This is an optimization exercise on Yosys and OpenROAD, whose aim is small area, a short achievable clock period and few clock cycles, not a production implementation.
In this exercise RTL edits were held to simulation tests only and were not proved equivalent to the original.
Power and IR drop assume default switching activity.

## flow/run.sh

```bash
#!/bin/bash
# synth_recipe.tcl (not shown) runs the flow's synth.tcl, then flattens the netlist and writes it again
# the make line also repeats each setting of config.mk as NAME=value (left out here)
make -C /OpenROAD-flow-scripts/flow DESIGN_CONFIG=/design/flow/config.mk WORK_HOME=/design/flow/orfs CLKGATE_MAP_FILE= SYNTH_SCRIPT=/design/flow/synth_recipe.tcl finish
```

## flow/config.mk

```make
export PLATFORM = sky130hd
export DESIGN_NAME = hcc_core
export DESIGN_NICKNAME = hcc_core
export VERILOG_FILES = /design/flow/design.v
export SDC_FILE = /design/flow/constraint.sdc
export NUM_CORES = 4
export LEC_CHECK = 0
export CAP_MARGIN = 20
export CORE_MARGIN = 2
export CORE_UTILIZATION = 22
export PLACE_DENSITY = 0.35
export SLEW_MARGIN = 20
```

## flow/constraint.sdc

```tcl
create_clock -name core_clock -period 12.5 [get_ports {clk}]
set_input_delay 2.5000 -clock core_clock [delete_from_list [all_inputs] [get_ports {clk}]]
set_output_delay 2.5000 -clock core_clock [all_outputs]
set_load 0.01 [all_outputs]
```

## flow/design.v

```verilog
module hcc_sbox (
    input  wire [7:0] a,
    output reg  [7:0] y
);
    always @(*) begin
        case (a)
            8'h00: y = 8'hd6;
            8'h01: y = 8'h90;
            8'h02: y = 8'he9;
            8'h03: y = 8'hfe;
            8'h04: y = 8'hcc;
            8'h05: y = 8'he1;
            8'h06: y = 8'h3d;
            8'h07: y = 8'hb7;
            8'h08: y = 8'h16;
            8'h09: y = 8'hb6;
            8'h0a: y = 8'h14;
            8'h0b: y = 8'hc2;
            8'h0c: y = 8'h28;
            8'h0d: y = 8'hfb;
            8'h0e: y = 8'h2c;
            8'h0f: y = 8'h05;
            8'h10: y = 8'h2b;
            8'h11: y = 8'h67;
            8'h12: y = 8'h9a;
            8'h13: y = 8'h76;
            8'h14: y = 8'h2a;
            8'h15: y = 8'hbe;
            8'h16: y = 8'h04;
            8'h17: y = 8'hc3;
            8'h18: y = 8'haa;
            8'h19: y = 8'h44;
            8'h1a: y = 8'h13;
            8'h1b: y = 8'h26;
            8'h1c: y = 8'h49;
            8'h1d: y = 8'h86;
            8'h1e: y = 8'h06;
            8'h1f: y = 8'h99;
            8'h20: y = 8'h9c;
            8'h21: y = 8'h42;
            8'h22: y = 8'h50;
            8'h23: y = 8'hf4;
            8'h24: y = 8'h91;
            8'h25: y = 8'hef;
            8'h26: y = 8'h98;
            8'h27: y = 8'h7a;
            8'h28: y = 8'h33;
            8'h29: y = 8'h54;
            8'h2a: y = 8'h0b;
            8'h2b: y = 8'h43;
            8'h2c: y = 8'hed;
            8'h2d: y = 8'hcf;
            8'h2e: y = 8'hac;
            8'h2f: y = 8'h62;
            8'h30: y = 8'he4;
            8'h31: y = 8'hb3;
            8'h32: y = 8'h1c;
            8'h33: y = 8'ha9;
            8'h34: y = 8'hc9;
            8'h35: y = 8'h08;
            8'h36: y = 8'he8;
            8'h37: y = 8'h95;
            8'h38: y = 8'h80;
            8'h39: y = 8'hdf;
            8'h3a: y = 8'h94;
            8'h3b: y = 8'hfa;
            8'h3c: y = 8'h75;
            8'h3d: y = 8'h8f;
            8'h3e: y = 8'h3f;
            8'h3f: y = 8'ha6;
            8'h40: y = 8'h47;
            8'h41: y = 8'h07;
            8'h42: y = 8'ha7;
            8'h43: y = 8'hfc;
            8'h44: y = 8'hf3;
            8'h45: y = 8'h73;
            8'h46: y = 8'h17;
            8'h47: y = 8'hba;
            8'h48: y = 8'h83;
            8'h49: y = 8'h59;
            8'h4a: y = 8'h3c;
            8'h4b: y = 8'h19;
            8'h4c: y = 8'he6;
            8'h4d: y = 8'h85;
            8'h4e: y = 8'h4f;
            8'h4f: y = 8'ha8;
            8'h50: y = 8'h68;
            8'h51: y = 8'h6b;
            8'h52: y = 8'h81;
            8'h53: y = 8'hb2;
            8'h54: y = 8'h71;
            8'h55: y = 8'h64;
            8'h56: y = 8'hda;
            8'h57: y = 8'h8b;
            8'h58: y = 8'hf8;
            8'h59: y = 8'heb;
            8'h5a: y = 8'h0f;
            8'h5b: y = 8'h4b;
            8'h5c: y = 8'h70;
            8'h5d: y = 8'h56;
            8'h5e: y = 8'h9d;
            8'h5f: y = 8'h35;
            8'h60: y = 8'h1e;
            8'h61: y = 8'h24;
            8'h62: y = 8'h0e;
            8'h63: y = 8'h5e;
            8'h64: y = 8'h63;
            8'h65: y = 8'h58;
            8'h66: y = 8'hd1;
            8'h67: y = 8'ha2;
            8'h68: y = 8'h25;
            8'h69: y = 8'h22;
            8'h6a: y = 8'h7c;
            8'h6b: y = 8'h3b;
            8'h6c: y = 8'h01;
            8'h6d: y = 8'h21;
            8'h6e: y = 8'h78;
            8'h6f: y = 8'h87;
            8'h70: y = 8'hd4;
            8'h71: y = 8'h00;
            8'h72: y = 8'h46;
            8'h73: y = 8'h57;
            8'h74: y = 8'h9f;
            8'h75: y = 8'hd3;
            8'h76: y = 8'h27;
            8'h77: y = 8'h52;
            8'h78: y = 8'h4c;
            8'h79: y = 8'h36;
            8'h7a: y = 8'h02;
            8'h7b: y = 8'he7;
            8'h7c: y = 8'ha0;
            8'h7d: y = 8'hc4;
            8'h7e: y = 8'hc8;
            8'h7f: y = 8'h9e;
            8'h80: y = 8'hea;
            8'h81: y = 8'hbf;
            8'h82: y = 8'h8a;
            8'h83: y = 8'hd2;
            8'h84: y = 8'h40;
            8'h85: y = 8'hc7;
            8'h86: y = 8'h38;
            8'h87: y = 8'hb5;
            8'h88: y = 8'ha3;
            8'h89: y = 8'hf7;
            8'h8a: y = 8'hf2;
            8'h8b: y = 8'hce;
            8'h8c: y = 8'hf9;
            8'h8d: y = 8'h61;
            8'h8e: y = 8'h15;
            8'h8f: y = 8'ha1;
            8'h90: y = 8'he0;
            8'h91: y = 8'hae;
            8'h92: y = 8'h5d;
            8'h93: y = 8'ha4;
            8'h94: y = 8'h9b;
            8'h95: y = 8'h34;
            8'h96: y = 8'h1a;
            8'h97: y = 8'h55;
            8'h98: y = 8'had;
            8'h99: y = 8'h93;
            8'h9a: y = 8'h32;
            8'h9b: y = 8'h30;
            8'h9c: y = 8'hf5;
            8'h9d: y = 8'h8c;
            8'h9e: y = 8'hb1;
            8'h9f: y = 8'he3;
            8'ha0: y = 8'h1d;
            8'ha1: y = 8'hf6;
            8'ha2: y = 8'he2;
            8'ha3: y = 8'h2e;
            8'ha4: y = 8'h82;
            8'ha5: y = 8'h66;
            8'ha6: y = 8'hca;
            8'ha7: y = 8'h60;
            8'ha8: y = 8'hc0;
            8'ha9: y = 8'h29;
            8'haa: y = 8'h23;
            8'hab: y = 8'hab;
            8'hac: y = 8'h0d;
            8'had: y = 8'h53;
            8'hae: y = 8'h4e;
            8'haf: y = 8'h6f;
            8'hb0: y = 8'hd5;
            8'hb1: y = 8'hdb;
            8'hb2: y = 8'h37;
            8'hb3: y = 8'h45;
            8'hb4: y = 8'hde;
            8'hb5: y = 8'hfd;
            8'hb6: y = 8'h8e;
            8'hb7: y = 8'h2f;
            8'hb8: y = 8'h03;
            8'hb9: y = 8'hff;
            8'hba: y = 8'h6a;
            8'hbb: y = 8'h72;
            8'hbc: y = 8'h6d;
            8'hbd: y = 8'h6c;
            8'hbe: y = 8'h5b;
            8'hbf: y = 8'h51;
            8'hc0: y = 8'h8d;
            8'hc1: y = 8'h1b;
            8'hc2: y = 8'haf;
            8'hc3: y = 8'h92;
            8'hc4: y = 8'hbb;
            8'hc5: y = 8'hdd;
            8'hc6: y = 8'hbc;
            8'hc7: y = 8'h7f;
            8'hc8: y = 8'h11;
            8'hc9: y = 8'hd9;
            8'hca: y = 8'h5c;
            8'hcb: y = 8'h41;
            8'hcc: y = 8'h1f;
            8'hcd: y = 8'h10;
            8'hce: y = 8'h5a;
            8'hcf: y = 8'hd8;
            8'hd0: y = 8'h0a;
            8'hd1: y = 8'hc1;
            8'hd2: y = 8'h31;
            8'hd3: y = 8'h88;
            8'hd4: y = 8'ha5;
            8'hd5: y = 8'hcd;
            8'hd6: y = 8'h7b;
            8'hd7: y = 8'hbd;
            8'hd8: y = 8'h2d;
            8'hd9: y = 8'h74;
            8'hda: y = 8'hd0;
            8'hdb: y = 8'h12;
            8'hdc: y = 8'hb8;
            8'hdd: y = 8'he5;
            8'hde: y = 8'hb4;
            8'hdf: y = 8'hb0;
            8'he0: y = 8'h89;
            8'he1: y = 8'h69;
            8'he2: y = 8'h97;
            8'he3: y = 8'h4a;
            8'he4: y = 8'h0c;
            8'he5: y = 8'h96;
            8'he6: y = 8'h77;
            8'he7: y = 8'h7e;
            8'he8: y = 8'h65;
            8'he9: y = 8'hb9;
            8'hea: y = 8'hf1;
            8'heb: y = 8'h09;
            8'hec: y = 8'hc5;
            8'hed: y = 8'h6e;
            8'hee: y = 8'hc6;
            8'hef: y = 8'h84;
            8'hf0: y = 8'h18;
            8'hf1: y = 8'hf0;
            8'hf2: y = 8'h7d;
            8'hf3: y = 8'hec;
            8'hf4: y = 8'h3a;
            8'hf5: y = 8'hdc;
            8'hf6: y = 8'h4d;
            8'hf7: y = 8'h20;
            8'hf8: y = 8'h79;
            8'hf9: y = 8'hee;
            8'hfa: y = 8'h5f;
            8'hfb: y = 8'h3e;
            8'hfc: y = 8'hd7;
            8'hfd: y = 8'hcb;
            8'hfe: y = 8'h39;
            8'hff: y = 8'h48;
            default: y = 8'h00;
        endcase
    end
endmodule
module hcc_sm4_keyexp (
    input  wire         clk,
    input  wire         rst_n,
    input  wire         start,
    input  wire [127:0] key,       
    output wire         rk_we,
    output wire [4:0]   rk_idx,
    output wire [31:0]  rk_data,
    output wire         last
);
    localparam [31:0] FK0 = 32'ha3b1bac6;
    localparam [31:0] FK1 = 32'h56aa3350;
    localparam [31:0] FK2 = 32'h677d9197;
    localparam [31:0] FK3 = 32'hb27022dc;
    reg [31:0] k0, k1, k2, k3;
    reg [4:0]  cnt;
    reg        run;
    reg [31:0] ck;
    always @(*) begin
        case (cnt)
            5'd0: ck = 32'h00070e15;
            5'd1: ck = 32'h1c232a31;
            5'd2: ck = 32'h383f464d;
            5'd3: ck = 32'h545b6269;
            5'd4: ck = 32'h70777e85;
            5'd5: ck = 32'h8c939aa1;
            5'd6: ck = 32'ha8afb6bd;
            5'd7: ck = 32'hc4cbd2d9;
            5'd8: ck = 32'he0e7eef5;
            5'd9: ck = 32'hfc030a11;
            5'd10: ck = 32'h181f262d;
            5'd11: ck = 32'h343b4249;
            5'd12: ck = 32'h50575e65;
            5'd13: ck = 32'h6c737a81;
            5'd14: ck = 32'h888f969d;
            5'd15: ck = 32'ha4abb2b9;
            5'd16: ck = 32'hc0c7ced5;
            5'd17: ck = 32'hdce3eaf1;
            5'd18: ck = 32'hf8ff060d;
            5'd19: ck = 32'h141b2229;
            5'd20: ck = 32'h30373e45;
            5'd21: ck = 32'h4c535a61;
            5'd22: ck = 32'h686f767d;
            5'd23: ck = 32'h848b9299;
            5'd24: ck = 32'ha0a7aeb5;
            5'd25: ck = 32'hbcc3cad1;
            5'd26: ck = 32'hd8dfe6ed;
            5'd27: ck = 32'hf4fb0209;
            5'd28: ck = 32'h10171e25;
            5'd29: ck = 32'h2c333a41;
            5'd30: ck = 32'h484f565d;
            5'd31: ck = 32'h646b7279;
            default: ck = 32'h0;
        endcase
    end
    wire [31:0] t = k1 ^ k2 ^ k3 ^ ck;
    wire [31:0] s;
    hcc_sbox sb0 (.a(t[31:24]), .y(s[31:24]));
    hcc_sbox sb1 (.a(t[23:16]), .y(s[23:16]));
    hcc_sbox sb2 (.a(t[15:8]),  .y(s[15:8]));
    hcc_sbox sb3 (.a(t[7:0]),   .y(s[7:0]));
    wire [31:0] lp = s ^ {s[18:0], s[31:19]} ^ {s[8:0], s[31:9]};
    wire [31:0] k4 = k0 ^ lp;
    assign rk_we   = run;
    assign rk_idx  = cnt;
    assign rk_data = k4;
    assign last    = run && (cnt == 5'd31);
    always @(posedge clk) begin
        if (!rst_n) begin
            k0 <= 32'h0; k1 <= 32'h0; k2 <= 32'h0; k3 <= 32'h0;
            cnt <= 5'd0;
            run <= 1'b0;
        end else if (start) begin
            k0 <= key[127:96] ^ FK0;
            k1 <= key[95:64]  ^ FK1;
            k2 <= key[63:32]  ^ FK2;
            k3 <= key[31:0]   ^ FK3;
            cnt <= 5'd0;
            run <= 1'b1;
        end else if (run) begin
            k0 <= k1; k1 <= k2; k2 <= k3; k3 <= k4;
            cnt <= cnt + 5'd1;
            if (cnt == 5'd31) run <= 1'b0;
        end
    end
endmodule
module hcc_sm4_cipher (
    input  wire         clk,
    input  wire         rst_n,
    input  wire         start,
    input  wire         dec,
    input  wire [127:0] din,       
    output wire [4:0]   rk_idx,
    input  wire [31:0]  rk_in,
    output wire [127:0] dout,      
    output wire         last
);
    reg [31:0] x0, x1, x2, x3;
    reg [4:0]  cnt;
    reg        run;
    reg        dec_r;
    assign rk_idx = dec_r ? (5'd31 - cnt) : cnt;
    wire [31:0] t = x1 ^ x2 ^ x3 ^ rk_in;
    wire [31:0] s;
    hcc_sbox sb0 (.a(t[31:24]), .y(s[31:24]));
    hcc_sbox sb1 (.a(t[23:16]), .y(s[23:16]));
    hcc_sbox sb2 (.a(t[15:8]),  .y(s[15:8]));
    hcc_sbox sb3 (.a(t[7:0]),   .y(s[7:0]));
    wire [31:0] l = s ^ {s[29:0], s[31:30]} ^ {s[21:0], s[31:22]}
                      ^ {s[13:0], s[31:14]} ^ {s[7:0], s[31:8]};
    wire [31:0] x4 = x0 ^ l;
    assign dout = {x4, x3, x2, x1};
    assign last = run && (cnt == 5'd31);
    always @(posedge clk) begin
        if (!rst_n) begin
            x0 <= 32'h0; x1 <= 32'h0; x2 <= 32'h0; x3 <= 32'h0;
            cnt <= 5'd0;
            run <= 1'b0;
            dec_r <= 1'b0;
        end else if (start) begin
            x0 <= din[127:96];
            x1 <= din[95:64];
            x2 <= din[63:32];
            x3 <= din[31:0];
            cnt <= 5'd0;
            run <= 1'b1;
            dec_r <= dec;
        end else if (run) begin
            x0 <= x1; x1 <= x2; x2 <= x3; x3 <= x4;
            cnt <= cnt + 5'd1;
            if (cnt == 5'd31) run <= 1'b0;
        end
    end
endmodule
module hcc_sm3 (
    input  wire         clk,
    input  wire         rst_n,
    input  wire         start,
    input  wire [511:0] block,     
    input  wire [255:0] vin,       
    output wire [255:0] vout,
    output wire         last
);
    reg [31:0] w [0:15];
    reg [31:0] ra, rb, rc, rd, re, rf, rg, rh;
    reg [5:0]  cnt;
    reg        run;
    integer    i;
    wire [31:0] tc  = (cnt < 6'd16) ? 32'h79cc4519 : 32'h7a879d8a;
    wire [4:0]  tsh = cnt[4:0];
    wire [63:0] tc2 = {tc, tc} << tsh;
    wire [31:0] tj  = tc2[63:32];
    wire [31:0] a12  = {ra[19:0], ra[31:20]};
    wire [31:0] sum1 = a12 + re + tj;
    wire [31:0] ss1  = {sum1[24:0], sum1[31:25]};
    wire [31:0] ss2  = ss1 ^ a12;
    wire [31:0] ff   = (cnt < 6'd16) ? (ra ^ rb ^ rc) : ((ra & rb) | (ra & rc) | (rb & rc));
    wire [31:0] gg   = (cnt < 6'd16) ? (re ^ rf ^ rg) : ((re & rf) | (~re & rg));
    wire [31:0] wj   = w[0];
    wire [31:0] wpj  = w[0] ^ w[4];
    wire [31:0] tt1  = ff + rd + ss2 + wpj;
    wire [31:0] tt2  = gg + rh + ss1 + wj;
    wire [31:0] p0   = tt2 ^ {tt2[22:0], tt2[31:23]} ^ {tt2[14:0], tt2[31:15]};
    wire [31:0] xin  = w[0] ^ w[7] ^ {w[13][16:0], w[13][31:17]};
    wire [31:0] p1   = xin ^ {xin[16:0], xin[31:17]} ^ {xin[8:0], xin[31:9]};
    wire [31:0] wnew = p1 ^ {w[3][24:0], w[3][31:25]} ^ w[10];
    wire [31:0] na = tt1;
    wire [31:0] nb = ra;
    wire [31:0] nc = {rb[22:0], rb[31:23]};
    wire [31:0] nd = rc;
    wire [31:0] ne = p0;
    wire [31:0] nf = re;
    wire [31:0] ng = {rf[12:0], rf[31:13]};
    wire [31:0] nh = rg;
    assign vout = vin ^ {na, nb, nc, nd, ne, nf, ng, nh};
    assign last = run && (cnt == 6'd63);
    always @(posedge clk) begin
        if (!rst_n) begin
            for (i = 0; i < 16; i = i + 1) w[i] <= 32'h0;
            ra <= 32'h0; rb <= 32'h0; rc <= 32'h0; rd <= 32'h0;
            re <= 32'h0; rf <= 32'h0; rg <= 32'h0; rh <= 32'h0;
            cnt <= 6'd0;
            run <= 1'b0;
        end else if (start) begin
            for (i = 0; i < 16; i = i + 1) w[i] <= block[511 - 32*i -: 32];
            ra <= vin[255:224]; rb <= vin[223:192]; rc <= vin[191:160]; rd <= vin[159:128];
            re <= vin[127:96];  rf <= vin[95:64];   rg <= vin[63:32];   rh <= vin[31:0];
            cnt <= 6'd0;
            run <= 1'b1;
        end else if (run) begin
            for (i = 0; i < 15; i = i + 1) w[i] <= w[i+1];
            w[15] <= wnew;
            ra <= na; rb <= nb; rc <= nc; rd <= nd;
            re <= ne; rf <= nf; rg <= ng; rh <= nh;
            cnt <= cnt + 6'd1;
            if (cnt == 6'd63) run <= 1'b0;
        end
    end
endmodule
module hcc_core (
    input  wire        clk,
    input  wire        rst_n,       
    input  wire        bus_sel,
    input  wire        bus_write,
    input  wire [9:0]  bus_addr,    
    input  wire [31:0] bus_wdata,
    output reg  [31:0] bus_rdata,
    output wire        irq
);
    localparam [3:0] OP_NOP = 4'h0, OP_KEYEXP = 4'h1, OP_ENC = 4'h2, OP_DEC = 4'h3,
                     OP_HINIT = 4'h4, OP_HUPDATE = 4'h5, OP_HFINAL = 4'h6, OP_CLEAR = 4'h7;
    localparam [3:0] E_BUSY = 4'h1, E_BADOP = 4'h2, E_BADCMD = 4'h3, E_NOKEY = 4'h4, E_NOHASH = 4'h5;
    reg [31:0] key  [0:3];
    reg [31:0] din  [0:3];
    reg [31:0] hin  [0:15];
    reg [31:0] dout [0:3];
    reg [31:0] rk   [0:31];
    reg [31:0] v    [0:7];
    reg [63:0] hlen;
    reg        ie_done, ie_err;
    reg        busy, done, err, rkv, hact, hfin;
    reg [3:0]  errcode;
    reg [3:0]  pend_op;
    reg [5:0]  pend_rlen;
    reg        fin2_start;    
    reg        fin_phase2;    
    integer    i;
    assign irq = (done & ie_done) | (err & ie_err);
    wire [127:0] key_flat = {key[0], key[1], key[2], key[3]};
    wire [127:0] din_flat = {din[0], din[1], din[2], din[3]};
    wire [255:0] v_flat   = {v[0], v[1], v[2], v[3], v[4], v[5], v[6], v[7]};
    reg  [511:0] hin_flat;
    always @(*) begin
        for (i = 0; i < 16; i = i + 1) hin_flat[511 - 32*i -: 32] = hin[i];
    end
    wire wr = rst_n && bus_sel && bus_write;
    wire [3:0] cmd_op   = bus_wdata[3:0];
    wire [5:0] cmd_rlen = bus_wdata[13:8];
    wire is_cmd     = wr && (bus_addr == 10'h004);
    wire is_status  = wr && (bus_addr == 10'h003);
    wire is_ctrl    = wr && (bus_addr == 10'h002);
    wire is_key     = wr && (bus_addr[9:2] == 8'h02);               
    wire is_din     = wr && (bus_addr[9:2] == 8'h03);               
    wire is_hin     = wr && (bus_addr[9:4] == 6'h04);               
    wire is_operand = is_key || is_din || is_hin;
    reg        raise;
    reg [3:0]  raise_code;
    reg        accept;
    reg        do_clear;
    always @(*) begin
        raise = 1'b0;
        raise_code = 4'h0;
        accept = 1'b0;
        do_clear = 1'b0;
        if (is_operand && busy) begin
            raise = 1'b1; raise_code = E_BUSY;
        end else if (is_cmd) begin
            if (busy) begin
                raise = 1'b1; raise_code = E_BUSY;
            end else if (cmd_op[3]) begin
                raise = 1'b1; raise_code = E_BADOP;
            end else if (bus_wdata[7:4] != 4'h0 || bus_wdata[31:14] != 18'h0 ||
                         (cmd_op != OP_HFINAL && cmd_rlen != 6'h0)) begin
                raise = 1'b1; raise_code = E_BADCMD;
            end else if (cmd_op == OP_NOP) begin
            end else if (cmd_op == OP_CLEAR) begin
                do_clear = 1'b1;
            end else if ((cmd_op == OP_ENC || cmd_op == OP_DEC) && !rkv) begin
                raise = 1'b1; raise_code = E_NOKEY;
            end else if ((cmd_op == OP_HUPDATE || cmd_op == OP_HFINAL) && !hact) begin
                raise = 1'b1; raise_code = E_NOHASH;
            end else begin
                accept = 1'b1;
            end
        end
    end
    wire        ks_we, ks_last;
    wire [4:0]  ks_idx;
    wire [31:0] ks_data;
    hcc_sm4_keyexp u_keyexp (
        .clk(clk), .rst_n(rst_n),
        .start(accept && cmd_op == OP_KEYEXP),
        .key(key_flat),
        .rk_we(ks_we), .rk_idx(ks_idx), .rk_data(ks_data), .last(ks_last)
    );
    wire [4:0]   ci_idx;
    wire [127:0] ci_dout;
    wire         ci_last;
    hcc_sm4_cipher u_cipher (
        .clk(clk), .rst_n(rst_n),
        .start(accept && (cmd_op == OP_ENC || cmd_op == OP_DEC)),
        .dec(cmd_op == OP_DEC),
        .din(din_flat),
        .rk_idx(ci_idx), .rk_in(rk[ci_idx]),
        .dout(ci_dout), .last(ci_last)
    );
    wire [63:0] lbits_new = hlen + {55'h0, cmd_rlen, 3'b000};
    reg  [511:0] pad1;
    always @(*) begin
        for (i = 0; i < 64; i = i + 1) begin
            if (i < cmd_rlen)
                pad1[511 - 8*i -: 8] = hin_flat[511 - 8*i -: 8];
            else if (i == cmd_rlen)
                pad1[511 - 8*i -: 8] = 8'h80;
            else
                pad1[511 - 8*i -: 8] = 8'h00;
        end
        if (cmd_rlen < 6'd56) pad1[63:0] = lbits_new;
    end
    wire [511:0] pad2 = {448'h0, hlen};
    wire         hs_start = fin2_start || (accept && (cmd_op == OP_HUPDATE || cmd_op == OP_HFINAL));
    wire [511:0] hs_block = fin2_start ? pad2 : ((cmd_op == OP_HUPDATE) ? hin_flat : pad1);
    wire [255:0] hs_vout;
    wire         hs_last;
    hcc_sm3 u_sm3 (
        .clk(clk), .rst_n(rst_n),
        .start(hs_start), .block(hs_block), .vin(v_flat),
        .vout(hs_vout), .last(hs_last)
    );
    wire hfinal_more = hs_last && pend_op == OP_HFINAL && !fin_phase2 && pend_rlen >= 6'd56;
    reg  complete;
    always @(*) begin
        complete = 1'b0;
        if (busy) begin
            case (pend_op)
                OP_KEYEXP:  complete = ks_last;
                OP_ENC,
                OP_DEC:     complete = ci_last;
                OP_HINIT:   complete = 1'b1;
                OP_HUPDATE: complete = hs_last;
                OP_HFINAL:  complete = hs_last && !hfinal_more;
                default:    complete = 1'b1;
            endcase
        end
    end
    always @(posedge clk) begin
        if (!rst_n || do_clear) begin
            for (i = 0; i < 4; i = i + 1)  key[i]  <= 32'h0;
            for (i = 0; i < 4; i = i + 1)  din[i]  <= 32'h0;
            for (i = 0; i < 16; i = i + 1) hin[i]  <= 32'h0;
            for (i = 0; i < 4; i = i + 1)  dout[i] <= 32'h0;
            for (i = 0; i < 32; i = i + 1) rk[i]   <= 32'h0;
            for (i = 0; i < 8; i = i + 1)  v[i]    <= 32'h0;
            hlen <= 64'h0;
            busy <= 1'b0; done <= 1'b0; err <= 1'b0;
            rkv <= 1'b0; hact <= 1'b0; hfin <= 1'b0;
            errcode <= 4'h0;
            pend_op <= 4'h0;
            pend_rlen <= 6'h0;
            fin2_start <= 1'b0;
            fin_phase2 <= 1'b0;
            if (!rst_n) begin
                ie_done <= 1'b0;
                ie_err  <= 1'b0;
            end
        end else begin
            if (is_ctrl) begin
                ie_done <= bus_wdata[0];
                ie_err  <= bus_wdata[1];
            end
            if (is_status) begin
                if (bus_wdata[1]) done <= 1'b0;
                if (bus_wdata[2]) begin
                    err <= 1'b0;
                    errcode <= 4'h0;
                end
            end
            if (!busy) begin
                if (is_key) key[bus_addr[1:0]] <= bus_wdata;
                if (is_din) din[bus_addr[1:0]] <= bus_wdata;
                if (is_hin) hin[bus_addr[3:0]] <= bus_wdata;
            end
            if (raise && !err) begin
                err <= 1'b1;
                errcode <= raise_code;
            end
            if (accept) begin
                busy <= 1'b1;
                done <= 1'b0;
                pend_op <= cmd_op;
                pend_rlen <= cmd_rlen;
                fin_phase2 <= 1'b0;
                if (cmd_op == OP_HUPDATE) hlen <= hlen + 64'd512;
                if (cmd_op == OP_HFINAL)  hlen <= lbits_new;
            end
            fin2_start <= 1'b0;
            if (busy && ks_we) rk[ks_idx] <= ks_data;
            if (busy && hs_last) begin
                for (i = 0; i < 8; i = i + 1) v[i] <= hs_vout[255 - 32*i -: 32];
            end
            if (hfinal_more) begin
                fin2_start <= 1'b1;
                fin_phase2 <= 1'b1;
            end
            if (complete) begin
                busy <= 1'b0;
                done <= 1'b1;
                pend_op <= 4'h0;
                case (pend_op)
                    OP_KEYEXP: rkv <= 1'b1;
                    OP_ENC, OP_DEC: begin
                        for (i = 0; i < 4; i = i + 1) dout[i] <= ci_dout[127 - 32*i -: 32];
                    end
                    OP_HINIT: begin
                        v[0] <= 32'h7380166f; v[1] <= 32'h4914b2b9;
                        v[2] <= 32'h172442d7; v[3] <= 32'hda8a0600;
                        v[4] <= 32'ha96f30bc; v[5] <= 32'h163138aa;
                        v[6] <= 32'he38dee4d; v[7] <= 32'hb0fb0e4e;
                        hlen <= 64'h0;
                        hact <= 1'b1;
                        hfin <= 1'b0;
                    end
                    OP_HFINAL: begin
                        hact <= 1'b0;
                        hfin <= 1'b1;
                    end
                    default: ;
                endcase
            end
        end
    end
    always @(*) begin
        bus_rdata = 32'h0;
        if (rst_n && bus_sel && !bus_write) begin
            casez (bus_addr)
                10'h000: bus_rdata = 32'h534D3433;
                10'h001: bus_rdata = 32'h00000001;
                10'h002: bus_rdata = {30'h0, ie_err, ie_done};
                10'h003: bus_rdata = {20'h0, errcode, 2'b00, hfin, hact, rkv, err, done, busy};
                10'h005: bus_rdata = busy ? 32'h0 : hlen[63:32];
                10'h006: bus_rdata = busy ? 32'h0 : hlen[31:0];
                10'b00_0000_10??: bus_rdata = key[bus_addr[1:0]];
                10'b00_0000_11??: bus_rdata = din[bus_addr[1:0]];
                10'b00_0001_00??: bus_rdata = busy ? 32'h0 : dout[bus_addr[1:0]];
                10'b00_001?_????: bus_rdata = busy ? 32'h0 : rk[bus_addr[4:0]];
                10'b00_0100_????: bus_rdata = hin[bus_addr[3:0]];
                10'b00_0101_0???: bus_rdata = busy ? 32'h0 : v[bus_addr[2:0]];
                default: bus_rdata = 32'h0;
            endcase
        end
    end
endmodule
```

==> results.txt <==
-- worst paths after layout --
kind / start / end / slack (ns) / cells past startpoint
hold / removal: din[3][22]$_DFFE_PP_ / u_cipher.x3[22]$_SDFFE_PN0P_ / 0.44 / 1
hold reg to reg: din[3][22]$_DFFE_PP_ / u_cipher.x3[22]$_SDFFE_PN0P_ / 0.44 / 1
setup reg to reg: u_sm3.cnt[5]$_SDFFE_PP0P_ / v[0][30]$_SDFF_PP0_ / 0.86 / 42
setup / recovery: u_sm3.cnt[5]$_SDFFE_PP0P_ / v[0][30]$_SDFF_PP0_ / 0.86 / 42
-- worst max-delay path: cells and delay by family (launching register included) --
| family | cells | cell delay [ns] |
|---|---|---|
| AOI/OAI and AO/OA | 21 | 5.41 |
| buffers and inverters | 2 | 0.25 |
| muxes | 4 | 0.81 |
| and+or+nand+nor | 5 | 1.14 |
| DFF | 1 | 0.41 |
| adders and majority gates | 7 | 2.82 |
| xor gates and xnor gates | 3 | 0.68 |
-- layout by cell type, fill, tap and decap left out, types with 312 or more instances in the layout --
| master | Yosys | routed |
|---|---|---|
| a211oi_1 | 682 | 680 |
| a21oi_1 | 1460 | 1453 |
| a22oi_1 | 312 | 312 |
| and2_1 | 554 | 552 |
| buf_4 | 64 | 746 |
| clkbuf_16 | 0 | 404 |
| dfxtp_1 | 1528 | 1516 |
| edfxtp_1 | 1794 | 1794 |
| ha_1 | 335 | 335 |
| inv_1 | 477 | 472 |
| mux2i_1 | 1042 | 1038 |
| mux4_2 | 815 | 815 |
| nand2_1 | 1885 | 1803 |
| nand3_1 | 315 | 315 |
| nor2_1 | 2765 | 2730 |
| nor3_1 | 399 | 393 |
| o21ai_0 | 1614 | 1583 |
| xnor2_1 | 712 | 628 |
| xor2_1 | 474 | 454 |
-- layer usage --
layer  vias to the layer above  GRT usage  part of all wire
met5                         -          0           0.00018
met4                        32     0.0962             0.048
met3                      1557     0.0411             0.077
met2                      8998      0.369              0.44
met1                     97300      0.333              0.44
li1                      79200          -                 -
-- cell usage after synthesis, drive strengths merged, types with 31 or more instances --
cell / instances
edfxtp: 1794
a21o: 42
a211o: 58
inv: 486
and2: 558
nor2: 2769
a22oi: 314
and3: 124
o21a: 31
a22o: 55
mux4: 823
a311oi: 111
o311a: 32
a21oi: 1464
a31o: 42
xor2: 483
o211ai: 245
nand3: 315
dfxtp: 1528
nand2b: 55
ha: 335
xnor2: 715
or3: 73
a31oi: 172
o2111ai: 37
a2111oi: 44
a211oi: 686
o21ai: 1639
fa: 200
nand4: 84
nand2: 1888
o31ai: 67
o221ai: 79
o311ai: 118
clkbuf: 1570
nor3: 403
a221oi: 142
nor4: 62
nor3b: 36
o22ai: 115
buf: 470
mux2i: 1042
a221o: 46
nor2b: 111
mux2: 83
-- cell type report --
cell class / count / share of cell area
Tap cell: 12600 / 0.0659
Clock buffer: 558 / 0.0467
Multi-Input combinational cell: 16100 / 0.491
Inverter: 501 / 0.00793
Clock inverter: 163 / 0.00658
Sequential cell: 3322 / 0.352
Timing Repair Buffer: 858 / 0.0292
Antenna cell: 44 / 0.000459
-- flip-flops by register name, summed over array words and instances, names as in the netlist, 61 cells and up --
signal	count
v	256
key	128
rk	1024
dout	128
hin	512
hlen	61
din	128
u_sm3.w	512
-- power by group --
group          switching [µW]  internal, µW
registers                 186         11700
logic                    1820           692
clock network            5260          6670
-- through the flow --
step / setup WS (ns) / std cells
5_1_grt: 0.0316 / 34200
2_1_floorplan: 1.92 / 22000
6_report: 0.863 / 34200
3_3_place_gp: 0.304 / 33400
4_1_cts: 0.421 / 34200
3_5_place_dp: 0.384 / 33400
-- kinds of logic after synthesis --
group | Yosys count | share of synthesized area
adders and majority gates | 536 | 0.0389
DFF | 3322 | 0.401
muxes | 1948 | 0.142
and+or+nand+nor | 6634 | 0.140
buffers and inverters | 2542 | 0.0511
xor gates and xnor gates | 1212 | 0.0517
AOI/OAI and AO/OA | 5798 | 0.176
-- repair_timing --
item | 4_1_cts | 5_1_grt
resized for setup | 0 | 3
hold endpoints to repair | 0 | 0
endpoints found under the setup margin | 0 | 9
==> run_results.csv <==
group,metric,value,unit
logic_synthesis,seq_area_frac_synth,0.401,
grt,grt_usage,0.240,
finish,fin_area,240000,µm²
setup_path,cp_max_fo,20,
sta,final-setup-viol-count,0,
finish,post-route-util,0.251,
place,hpwl,846000,µm
status,status,"complete, no violations",
place,routabilityCongestion,0.959,
worst_hold_path,hp-class,"flip-flop to flip-flop",
sta,fin_crit_sh,0.931,
cts,post_cts_buffers,0,
grt,grt_pass1_vias,176000,
sta,finalSetupTns,0,ns
sta,hold_ws,0.435,ns
detailed_routing,drt_iter0_markers,23900,
logic_synthesis,synth_edf_count,1794,
detailed_routing,drt_pass1_iterations,6,
setup_path,critPathLaunchType,"flip-flop",
cts,cts_made_buffers,392,
logic_synthesis,ys.flop_type,"edfxtp_1",
pwr,powerDensity,110,nW/µm²
cts,hold_buffers,0,
cts,clk_pin_slew_worst_paths,0.07,ns
pwr,vdd_drop_max,0.000115,V
finish,fillers,102000,
sta,worst_slew_pin_slew,1.38,ns
sta,post-route-min-period,11.64,ns
logic_synthesis,synthArstFlopShare,0,
sta,drv_slew,0,
logic_synthesis,synth_largest_area_cell,"edfxtp_1",
floorplan,ios,79,
floorplan,die_w,983,µm
cts,cts_tree,"built",
pwr,leakagePower,0.0803,µW
logic_synthesis,synth_cell_types,131,
detailed_routing,vias,187000,
run,maxCapViolCount,0,
logic_synthesis,ys_ff_latch,3322,
logic_synthesis,synth_cells,22000,
pwr,totalPowerFinal,26400,µW
logic_synthesis,synth_top_area_share,0.256,
sta,finalHoldViolations,0,
finish,multi_input_area,118000,µm²
cts,clock-sinks,3322,
cts,cts.path.max_buffers,4,
finish,fin_nets,21800,
grt,overflow,0,
setup_path,slowest_delay,0.56,ns
grt,grt_max_degree,198,
logic_synthesis,netlist_top_cells_area,"edfxtp_1 26%, dfxtp_1 15%, mux4_2 8.7%",
setup_path,critPathKind,"flip-flop to flip-flop",
floorplan,die-area,966000,µm²
setup_path,cpMostUsedCell,"a21oi_1",
detailed_routing,wl_per_cell,35.5,µm
setup_path,critPathArrivalTime,12.50,ns
sta,finClkSkew,0.129,ns
sta,rsz0062_at_grt,"no",
setup_path,critPathSlowestCell,"fa_1",
logic_synthesis,synth_nets,22600,
setup_path,endpoint_kind,"flip-flop",
setup_path,worstPathRequired,13.36,ns
detailed_routing,viasPerCell,5.47,
cts,cts_max_level,5,
floorplan,rows,359,
finish,seqCellArea,84500,µm²
logic_synthesis,syn_area_per_cell,9.59,µm²
detailed_routing,ant_nets,0,
grt,antenna_found_initial,108,
floorplan,core_area,955000,µm²
grt,grt_pass1_wl,1630000,µm
finish,synthToLayoutAreaGrowth,13.7,%
sta,maxSlewHeadroom,0.0735,
detailed_routing,totalWireLength,1210000,µm
finish,drive_above_1_share,0.129,
cts,clk_latency,1.01,ns
floorplan,start_util,0.221,
detailed_routing,drc,0,
place,io_buffers,78,
floorplan,die_h,983,µm
place,postPlaceCellArea,227000,µm²
sta,max_freq,85.9,MHz
cts,clock-root-buffer,"clkbuf_16",
logic_synthesis,netlist_area,211000,µm²
logic_synthesis,ys.warnings.count,10,
Testbench counts, summed over its fixed seeds: cycles 21,383.

==> afterwards: timing with drivers on the ports <==
No port has a modelled driver above. Below, the same layout with a new extraction and two added sets of constraints. Step 1 (the two cells are an assumption about what drives the block):
set clk [get_ports {clk}]
set_driving_cell -lib_cell sky130_fd_sc_hd__clkbuf_16 $clk
set_driving_cell -lib_cell sky130_fd_sc_hd__buf_2 [delete_from_list [all_inputs] $clk]
Step 2 adds t to the input delays and takes it off the output delays; t is the mean of the earliest and latest rising clock arrival at the registers after step 1. Input paths then give back, and output paths get back, about the clock's delay inside the block. Three values: ideal ports, drivers, drivers and shift; two values: the first two.
t (ns): 1.076
slack for setup (ns): 0.863 / 0.863 / 0.863
slew at the worst register clock pin (ns): 0.08 / 0.08
After both steps this run still meets setup and hold. For this run, drivers alone change the setup slack by 0.000 ns; drivers and shift together by 0.000 ns.
